From an optimization exercise on the open Yosys and OpenROAD flow, aimed at small area, a short achievable clock period and few clock cycles; shortcuts taken in it are not production practice.
Where RTL was checked, it was by simulation tests only, not by an equivalence proof against the original.
Power figures rest on the tool's default switching activity, not on a simulated workload.

== the previous run ==
==> flow/design.v (excerpt) <==
module cv_repack (
    input  wire        clk,
    input  wire        rst,
    input  wire        cmd_valid,
    output wire        cmd_ready,
    input  wire [5:0]  cmd_old_w,
    input  wire [5:0]  cmd_new_w,
    input  wire [8:0]  cmd_count,
    input  wire        in_valid,
    output wire        in_ready,
    input  wire [31:0] in_data,
    output wire        out_valid,
    input  wire        out_ready,
    output wire [31:0] out_data,
    output reg         done_valid,
    output reg  [5:0]  done_bits,
    output reg         done_err
);
==> flow/config.mk <==
export PLATFORM = sky130hd
export DESIGN_NAME = cv_repack
export DESIGN_NICKNAME = cv_repack
export VERILOG_FILES = /design/flow/design.v
export SDC_FILE = /design/flow/constraint.sdc
export NUM_CORES = 4
export LEC_CHECK = 0
export ABC_AREA = 1
export CAP_MARGIN = 20
export CORE_MARGIN = 2
export CORE_UTILIZATION = 40
export PLACE_DENSITY = 0.6
export SETUP_SLACK_MARGIN = 4.5
export SLEW_MARGIN = 20
==> flow/constraint.sdc <==
create_clock -name core_clock -period 8.0 [get_ports {clk}]
set_input_delay 1.6000 -clock core_clock [delete_from_list [all_inputs] [get_ports {clk}]]
set_output_delay 1.6000 -clock core_clock [all_outputs]
set_load 0.01 [all_outputs]
run.sh (not shown) runs the stock make flow with config.mk's settings and CLKGATE_MAP_FILE= SYNTH_SCRIPT=/design/flow/synth_recipe.tcl, a recipe that flattens the netlist after the stock synthesis.
The previous run: flow completed, timing, DRC and antenna clean
What the current run does differently from the previous run at the input level:
Settings: SETUP_SLACK_MARGIN removed (was 4.5).
--- outcome ---
The current run: no failed stages, no open violations at the end
Reported for the previous run and the current run, full die area turned out identical to the last digit.
Going from the previous run to the current run, power shrank by a little under 10%.
Re met1 wire length: the previous run was higher than the current run.
Synthesized-area fraction occupied by ao, oa, aoi and oai cells of the current run is on par with the previous run.
A worst-path cell with the longest stage delay of fa_2 is what the previous run shows, while clkinv_2 belongs to the current run.
Summary: hold slack, the current run better than the previous run
The current run vs. the previous run: final standard cell count with taps included and fillers excluded went down, area added between synthesis and finish went down.
Taking the previous run as 1.0, the current run lands at 0.944 on via count.
No run of this note included a check of the RTL's function; only the layout flow was run.

Setup of job 101:
The RTL this note starts from:
==> flow/design.v <==
module cv_repack (
    input  wire        clk,
    input  wire        rst,
    input  wire        cmd_valid,
    output wire        cmd_ready,
    input  wire [5:0]  cmd_old_w,
    input  wire [5:0]  cmd_new_w,
    input  wire [8:0]  cmd_count,
    input  wire        in_valid,
    output wire        in_ready,
    input  wire [31:0] in_data,
    output wire        out_valid,
    input  wire        out_ready,
    output wire [31:0] out_data,
    output reg         done_valid,
    output reg  [5:0]  done_bits,
    output reg         done_err
);
    function [31:0] low_mask;
        input [5:0] w;
        begin
            if (w >= 6'd32)
                low_mask = 32'hffff_ffff;
            else
                low_mask = (32'd1 << w) - 32'd1;
        end
    endfunction
    function [5:0] bits_needed;
        input [31:0] v;
        integer k;
        begin
            bits_needed = 6'd0;
            for (k = 0; k < 32; k = k + 1)
                if (v[k])
                    bits_needed = k[5:0] + 6'd1;
        end
    endfunction
    reg  [5:0]  ow, nw;
    reg  [8:0]  ecnt;          
    reg         busy;          
    reg  [31:0] r0, r1, r2;
    reg  [1:0]  cnt;           
    reg  [4:0]  rp;
    reg  [4:0]  wpr;           
    reg  [5:0]  sp;            
    reg  [1:0]  lead;          
    reg  [2:0]  cr;            
    reg         ev;
    reg  [31:0] e;             
    reg  [5:0]  e_nw;
    reg  [4:0]  e_wp;
    reg         e_cpl, e_last, e_fl;
    reg  [31:0] wacc;          
    reg  [31:0] obuf;
    reg         ov;
    reg         fl;            
    reg         dpend;         
    reg  [5:0]  maxb;          
    reg         errb;          
    assign cmd_ready = !busy;
    wire   accept    = cmd_valid && !busy;
    assign in_ready  = (cr != 3'd0) && (cnt != 2'd3);
    wire   load      = in_valid && in_ready;
    assign out_valid = ov;
    assign out_data  = obuf;
    wire   ofree     = !ov || out_ready;
    wire [6:0]  s     = {2'b0, rp} + {1'b0, ow};        
    wire        fits  = !(s[5] && s[4:0] != 5'd0);      
    wire        avail = busy && ((ow == 6'd0) || cnt[1] || (cnt[0] && fits));
    wire        last  = (ecnt == 9'd1);
    wire [6:0]  t     = {2'b0, wpr} + {1'b0, nw};
    wire [63:0] fx    = {r1, r0};
    wire [47:0] f4    = rp[4] ? fx[63:16] : fx[47:0];
    wire [39:0] f3    = rp[3] ? f4[47:8]  : f4[39:0];
    wire [35:0] f2    = rp[2] ? f3[39:4]  : f3[35:0];
    wire [33:0] f1    = rp[1] ? f2[35:2]  : f2[33:0];
    wire [31:0] fun   = rp[0] ? f1[32:1]  : f1[31:0];
    wire [31:0] elem  = fun & low_mask(ow);
    wire [31:0] m_e   = low_mask(e_nw);
    wire [31:0] en    = e & m_e;
    wire        e_err = ((e & ~m_e) != 32'd0);
    wire [5:0]  e_bn  = bits_needed(e);
    wire [31:0] q0    = e_wp[0] ? {en[30:0], en[31]}    : en;
    wire [31:0] q1    = e_wp[1] ? {q0[29:0], q0[31:30]} : q0;
    wire [31:0] q2    = e_wp[2] ? {q1[27:0], q1[31:28]} : q1;
    wire [31:0] q3    = e_wp[3] ? {q2[23:0], q2[31:24]} : q2;
    wire [31:0] rot   = e_wp[4] ? {q3[15:0], q3[31:16]} : q3;
    wire [31:0] lm    = low_mask({1'b0, e_wp});
    wire [31:0] merged = (wacc & lm) | (rot & ~lm);
    wire        wstall = fl || (e_cpl && !ofree) || (e_last && dpend);
    wire        wtake  = ev && !wstall;
    wire        take   = avail && (!ev || wtake);
    wire        pop_w  = take && s[5];
    wire        flush  = fl && ofree;
    wire        done_now = dpend && !fl && ofree;
    wire [6:0]  s2    = {1'b0, sp} + {1'b0, ow};
    wire [6:0]  s2m   = s2 - 7'd32;
    wire        step  = (lead != 2'd3) && ((ecnt[8:2] != 7'd0) || (ecnt[1:0] > lead));
    wire        sinc  = step && (s2 > 7'd32);
    wire        cmd_zero = (cmd_count == 9'd0);
    always @(posedge clk) begin
        if (rst) begin
            busy       <= 1'b0;
            ecnt       <= 9'd0;
            cnt        <= 2'd0;
            lead       <= 2'd0;
            cr         <= 3'd0;
            ev         <= 1'b0;
            ov         <= 1'b0;
            fl         <= 1'b0;
            dpend      <= 1'b0;
            maxb       <= 6'd0;
            errb       <= 1'b0;
            done_valid <= 1'b0;
        end else begin
            if (accept) begin
                ow   <= cmd_zero ? 6'd0 : cmd_old_w;
                nw   <= cmd_zero ? 6'd0 : cmd_new_w;
                ecnt <= cmd_zero ? 9'd1 : cmd_count;
                busy <= 1'b1;
                sp   <= cmd_zero ? 6'd0 : cmd_old_w;
                lead <= 2'd1;
                cr   <= {2'd0, !cmd_zero && (cmd_old_w != 6'd0)};
                rp   <= 5'd0;
                wpr  <= 5'd0;
            end else begin
                if (step)
                    sp <= sinc ? s2m[5:0] : s2[5:0];
                lead <= lead + {1'b0, step} - {1'b0, take};
                cr   <= cr + {2'd0, sinc} - {2'd0, load};
                if (take) begin
                    ecnt <= ecnt - 9'd1;
                    busy <= !last;
                    rp   <= last ? 5'd0 : s[4:0];
                    wpr  <= last ? 5'd0 : t[4:0];
                end
            end
            if (take && last)
                cnt <= 2'd0;
            else
                cnt <= cnt + {1'b0, load} - {1'b0, pop_w};
            if (take)
                ev <= 1'b1;
            else if (wtake)
                ev <= 1'b0;
            if (flush || (wtake && e_cpl))
                ov <= 1'b1;
            else if (out_ready)
                ov <= 1'b0;
            if (flush)
                fl <= 1'b0;
            else if (wtake && e_last)
                fl <= e_fl;
            if (wtake) begin
                maxb <= e_last ? 6'd0 : ((e_bn > maxb) ? e_bn : maxb);
                errb <= e_last ? 1'b0 : (errb || e_err);
            end
            dpend      <= (wtake && e_last) || (dpend && !done_now);
            done_valid <= done_now;
        end
        if (pop_w) begin
            r0 <= (cnt == 2'd1) ? in_data : r1;
            r1 <= (cnt == 2'd2) ? in_data : r2;
        end else begin
            if (cnt == 2'd0)
                r0 <= in_data;
            if (cnt == 2'd1)
                r1 <= in_data;
        end
        if (cnt == 2'd2 && !pop_w)
            r2 <= in_data;
        if (take) begin
            e      <= elem;
            e_nw   <= nw;
            e_wp   <= wpr;
            e_cpl  <= t[5];
            e_last <= last;
            e_fl   <= (t[4:0] != 5'd0);
        end
        if (wtake && e_last) begin
            done_bits <= (e_bn > maxb) ? e_bn : maxb;
            done_err  <= errb || e_err;
        end
        if (flush) begin
            obuf <= wacc;
        end else if (wtake) begin
            if (e_cpl) begin
                obuf <= merged;
                wacc <= rot & lm;
            end else begin
                wacc <= merged;
            end
        end
    end
endmodule
clock: 8.0 ns
lec_check: 0
abc_area: 0
abc_clock_period_in_ps: 2500
cap_margin: 20
core_margin: 2
core_utilization: 40
place_density: 0.6
setup_slack_margin: 4.8
slew_margin: 20
Modified inputs, job 105 compared to job 101
Settings: changing ABC_CLOCK_PERIOD_IN_PS from 2500 to 3000; changing SETUP_SLACK_MARGIN from 4.8 to 4.5.
Findings:
Having completed the whole flow, job 105 delivered a layout that passed the timing, DRC and antenna checks.
Layout clock buffer count is lower on job 101
Between job 101 and job 105, final setup slack of the worst path increased.
Job 105 gives less last weighted congestion value of the routability-driven placer than job 101 did.
Comparing job 101 and job 105, final instance count without filler cells is higher on job 101.
Delta (job 105 minus job 101): multi-input combinational gate total barely changed, maximum frequency increased 0.56%, number of fill cells grew by about 3.3%.
Share of cell area taken by multi-input logic gates: job 101 vs job 105, no meaningful difference
Between job 101 and job 105, the difference in total instance count after detailed placement is negligible.
Looking at global-route total usage across every layer, job 105 sits 0.69 points lower than job 101 does.
Job 101 has higher switching power total than job 105.
Function was not checked in any run of this note: the RTL went through the layout flow alone.

Another version of the RTL of cv_repack (not shown whole).
Size: ~1,900 cells after synthesis, about 100 I/O pins.
Design cv_repack, start of the top module:
module cv_repack (
    input  wire        clk,
    input  wire        rst,
    input  wire        cmd_valid,
    output wire        cmd_ready,
    input  wire [5:0]  cmd_old_w,
    input  wire [5:0]  cmd_new_w,
    input  wire [8:0]  cmd_count,
    input  wire        in_valid,
    output wire        in_ready,
    input  wire [31:0] in_data,
    output wire        out_valid,
    input  wire        out_ready,
    output wire [31:0] out_data,
    output reg         done_valid,
    output reg  [5:0]  done_bits,
    output reg         done_err
);
export LEC_CHECK = 0
export ABC_AREA = 0
export CAP_MARGIN = 20
export CORE_MARGIN = 2
export CORE_UTILIZATION = 40
export CTS_CLUSTER_DIAMETER = 80
export CTS_CLUSTER_SIZE = 24
export PLACE_DENSITY = 0.6
export SETUP_SLACK_MARGIN = 5
export SLEW_MARGIN = 20
create_clock -name core_clock -period 8.0 [get_ports {clk}]
The first run completed without violations.
Testbench counts at the start, summed over its fixed seeds: cycles 37,273.
==> next run, changes <==
==> flow/flow/run.sh (new file) <==
#!/bin/bash
set -o pipefail
export BUFFER_PORTS_ARGS="-buffer_cell sky130_fd_sc_hd__buf_1"
export SETUP_SLACK_MARGIN=5.4
bash standard.sh > standard.log 2>&1
==> flow/standard.sh (new file) <==
#!/bin/bash
# synth_recipe.tcl (not shown) runs the flow's synth.tcl, then flattens the netlist and writes it again
# the make line also repeats each setting of config.mk as NAME=value (left out here)
make -C /OpenROAD-flow-scripts/flow DESIGN_CONFIG=/design/flow/config.mk WORK_HOME=/design/flow/orfs CLKGATE_MAP_FILE= SYNTH_SCRIPT=/design/flow/synth_recipe.tcl "${@:-finish}"
Settings changed: SETUP_SLACK_MARGIN 5 to default.
removed: flow/run.sh
Outcome: Critical path depth came out lower by 1. Routed wire length came out higher by 11%. Die area stays the same. Final area came out higher by 12%.
==> next run, changes <==
==> flow/run.sh (new file) <==
#!/bin/bash
# synth_recipe.tcl (not shown) runs the flow's synth.tcl, then flattens the netlist and writes it again
# the make line also repeats each setting of config.mk as NAME=value (left out here)
make -C /OpenROAD-flow-scripts/flow DESIGN_CONFIG=/design/flow/config.mk WORK_HOME=/design/flow/orfs CLKGATE_MAP_FILE= SYNTH_SCRIPT=/design/flow/synth_recipe.tcl finish
Settings changed: CORE_UTILIZATION 40 to 55, PLACE_DENSITY 0.6 to 0.7, SETUP_SLACK_MARGIN from default to 4.8.
removed: flow/flow/run.sh
removed: flow/standard.sh
The new run finished with timing, DRC and antenna clean.
Hold slack gets better by 0.014 ns.
Clock skew goes down by 0.0097 ns.
First-iteration DRC count goes up by 0.93%.
Total power goes down by 17%.
Wire length goes down by 16%.
==> next run, changes <==
==> flow/flow/run.sh (new file) <==
#!/bin/bash
set -o pipefail
export BUFFER_PORTS_ARGS="-buffer_cell sky130_fd_sc_hd__buf_1"
bash standard.sh > standard.log 2>&1
==> flow/standard.sh (new file) <==
#!/bin/bash
# synth_recipe.tcl (not shown) runs the flow's synth.tcl, then flattens the netlist and writes it again
# the make line also repeats each setting of config.mk as NAME=value (left out here)
make -C /OpenROAD-flow-scripts/flow DESIGN_CONFIG=/design/flow/config.mk WORK_HOME=/design/flow/orfs CLKGATE_MAP_FILE= SYNTH_SCRIPT=/design/flow/synth_recipe.tcl "${@:-finish}"
Settings changed: CORE_UTILIZATION 55 to 40, PLACE_DENSITY 0.7 to 0.6, SETUP_SLACK_MARGIN 4.8 to 5.
removed: flow/run.sh
Outcome: The new run completed without violations; final area came out higher by 0.72%; global-route usage came out lower by 8.0 points; count of clock-buffer cells in the layout came out higher by 2.

cv_repack, a different RTL version from the one above (not shown whole).
For scale: about 1900 cells after synthesis, about 310 flip-flops, ~0.019 mm² of cells after synthesis.
clock: 8.0 ns
lec_check: 0
abc_area: 0
cap_margin: 20
core_margin: 2
core_utilization: 40
cts_cluster_diameter: 80
cts_cluster_size: 24
place_density: 0.6
slew_margin: 20
standard.sh (not shown) runs the stock make flow with config.mk's settings and CLKGATE_MAP_FILE= SYNTH_SCRIPT=/design/flow/synth_recipe.tcl, a recipe that flattens the netlist after the stock synthesis.
==> flow/flow/run.sh <==
#!/bin/bash
set -o pipefail
export BUFFER_PORTS_ARGS="-buffer_cell sky130_fd_sc_hd__buf_1"
export SETUP_SLACK_MARGIN=5.0
bash standard.sh > standard.log 2>&1
Testbench counts at the start, summed over its fixed seeds: cycles 37,273.
Edit:
==> flow/flow/run.sh (replaced) <==
#!/bin/bash
set -o pipefail
export BUFFER_PORTS_ARGS="-buffer_cell sky130_fd_sc_hd__buf_1"
export SETUP_SLACK_MARGIN=5.3
bash standard.sh > standard.log 2>&1
The new run completed with no timing, DRC or antenna violations; maximum frequency is higher by 2.7%; final cell count is higher by 4.4%; core utilization rises by 5.4 points; clock-buffer cell count goes down by 7.
Edit:
==> flow/flow/run.sh (replaced) <==
#!/bin/bash
set -o pipefail
export BUFFER_PORTS_ARGS="-buffer_cell sky130_fd_sc_hd__buf_1"
export SETUP_SLACK_MARGIN=5.2
bash standard.sh > standard.log 2>&1
- worst hold slack stays flat
- die area stays the same
- core utilization is lower by 3.3 points
- global-route usage is lower by 1.7 points
- synthesized area is unchanged
- combinational power is lower by 14%
- routed wire length is lower by 7.3%

the reference run:
RTL: one of the versions met above, not the one the previous note started from.
Size: about 1900 cells after synthesis, about 100 I/O pins, roughly 19000 µm² of cells after synthesis.
clock: 8.0 ns
lec_check: 0
abc_area: 0
cap_margin: 20
core_margin: 2
core_utilization: 40
cts_cluster_diameter: 80
cts_cluster_size: 24
place_density: 0.6
setup_slack_margin: 4.5
slew_margin: 20
run.sh (not shown) runs the stock make flow with config.mk's settings and CLKGATE_MAP_FILE= SYNTH_SCRIPT=/design/flow/synth_recipe.tcl, a recipe that flattens the netlist after the stock synthesis.
Stock flow here: none of the scripts above is used.
Testbench counts of the reference run, summed over its fixed seeds: cycles 37,273.
The inputs of the trial run differ from those of the reference run as listed below.
Settings: changing SETUP_SLACK_MARGIN from 4.5 to 4.8.
Notes after the runs:
As far as total inserted antenna cells is concerned, the trial run and the reference run perform about the same. The trial run vs the reference run on post-route non-filler standard cell count: the trial run is the higher one. The trial run vs. the reference run: minimum period implied by the final worst setup slack moved down, clock group share of total power moved up, switching power moved up, sum of met3 wire segment lengths after detailed routing moved up.

-- re-timing with driven ports --
Ports are ideal in the flow. The routed layouts listed here were re-timed in OpenROAD.
Step 1: set_driving_cell puts a clkbuf_16 on clk and a buf_2 on each other input, an assumption about the parent block.
Step 2, shift: input delay + t, output delay - t, t = (earliest + latest rising clock arrival at the registers) / 2. This alone moves slack from input paths to output paths.
Slacks: ideal / step 1 / step 2; pairs: ideal / step 1.
run | t, ns | slack for setup (ns) | worst data-port slew with drivers (ns)
the previous run | 0.619 | 4.208 / 4.208 / 3.701 | 0.06
the current run | 0.605 | 2.412 / 2.412 / 2.412 | 0.07
job 101 | 0.653 | 4.148 / 4.148 / 4.148 | 0.06
job 105 | 0.634 | 4.169 / 4.169 / 3.759 | 0.07
the first run of note 3 | 0.631 | 5.003 / 4.981 / 4.388 | 0.05
the second run of note 3 | 0.631 | 4.953 / 4.976 / 4.345 | 0.05
the third run of note 3 | 0.589 | 4.773 / 4.773 / 4.252 | 0.05
the fourth run of note 3 | 0.614 | 4.856 / 4.880 / 4.266 | 0.07
the first run of note 4 | 0.610 | 5.002 / 5.002 / 4.495 | 0.06
the second run of note 4 | 0.623 | 5.080 / 5.023 / 4.640 | 0.05
the third run of note 4 | 0.621 | 5.078 / 5.023 / 4.596 | 0.06
the reference run | 0.625 | 4.583 / 4.544 / 4.243 | 0.04
the trial run | 0.617 | 4.837 / 4.837 / 4.347 | 0.04
After both steps setup and hold are still met in every run listed. The setup slack of the first run of note 3, which loses most, moves by -0.022 ns with the drivers and by -0.615 ns with both steps.
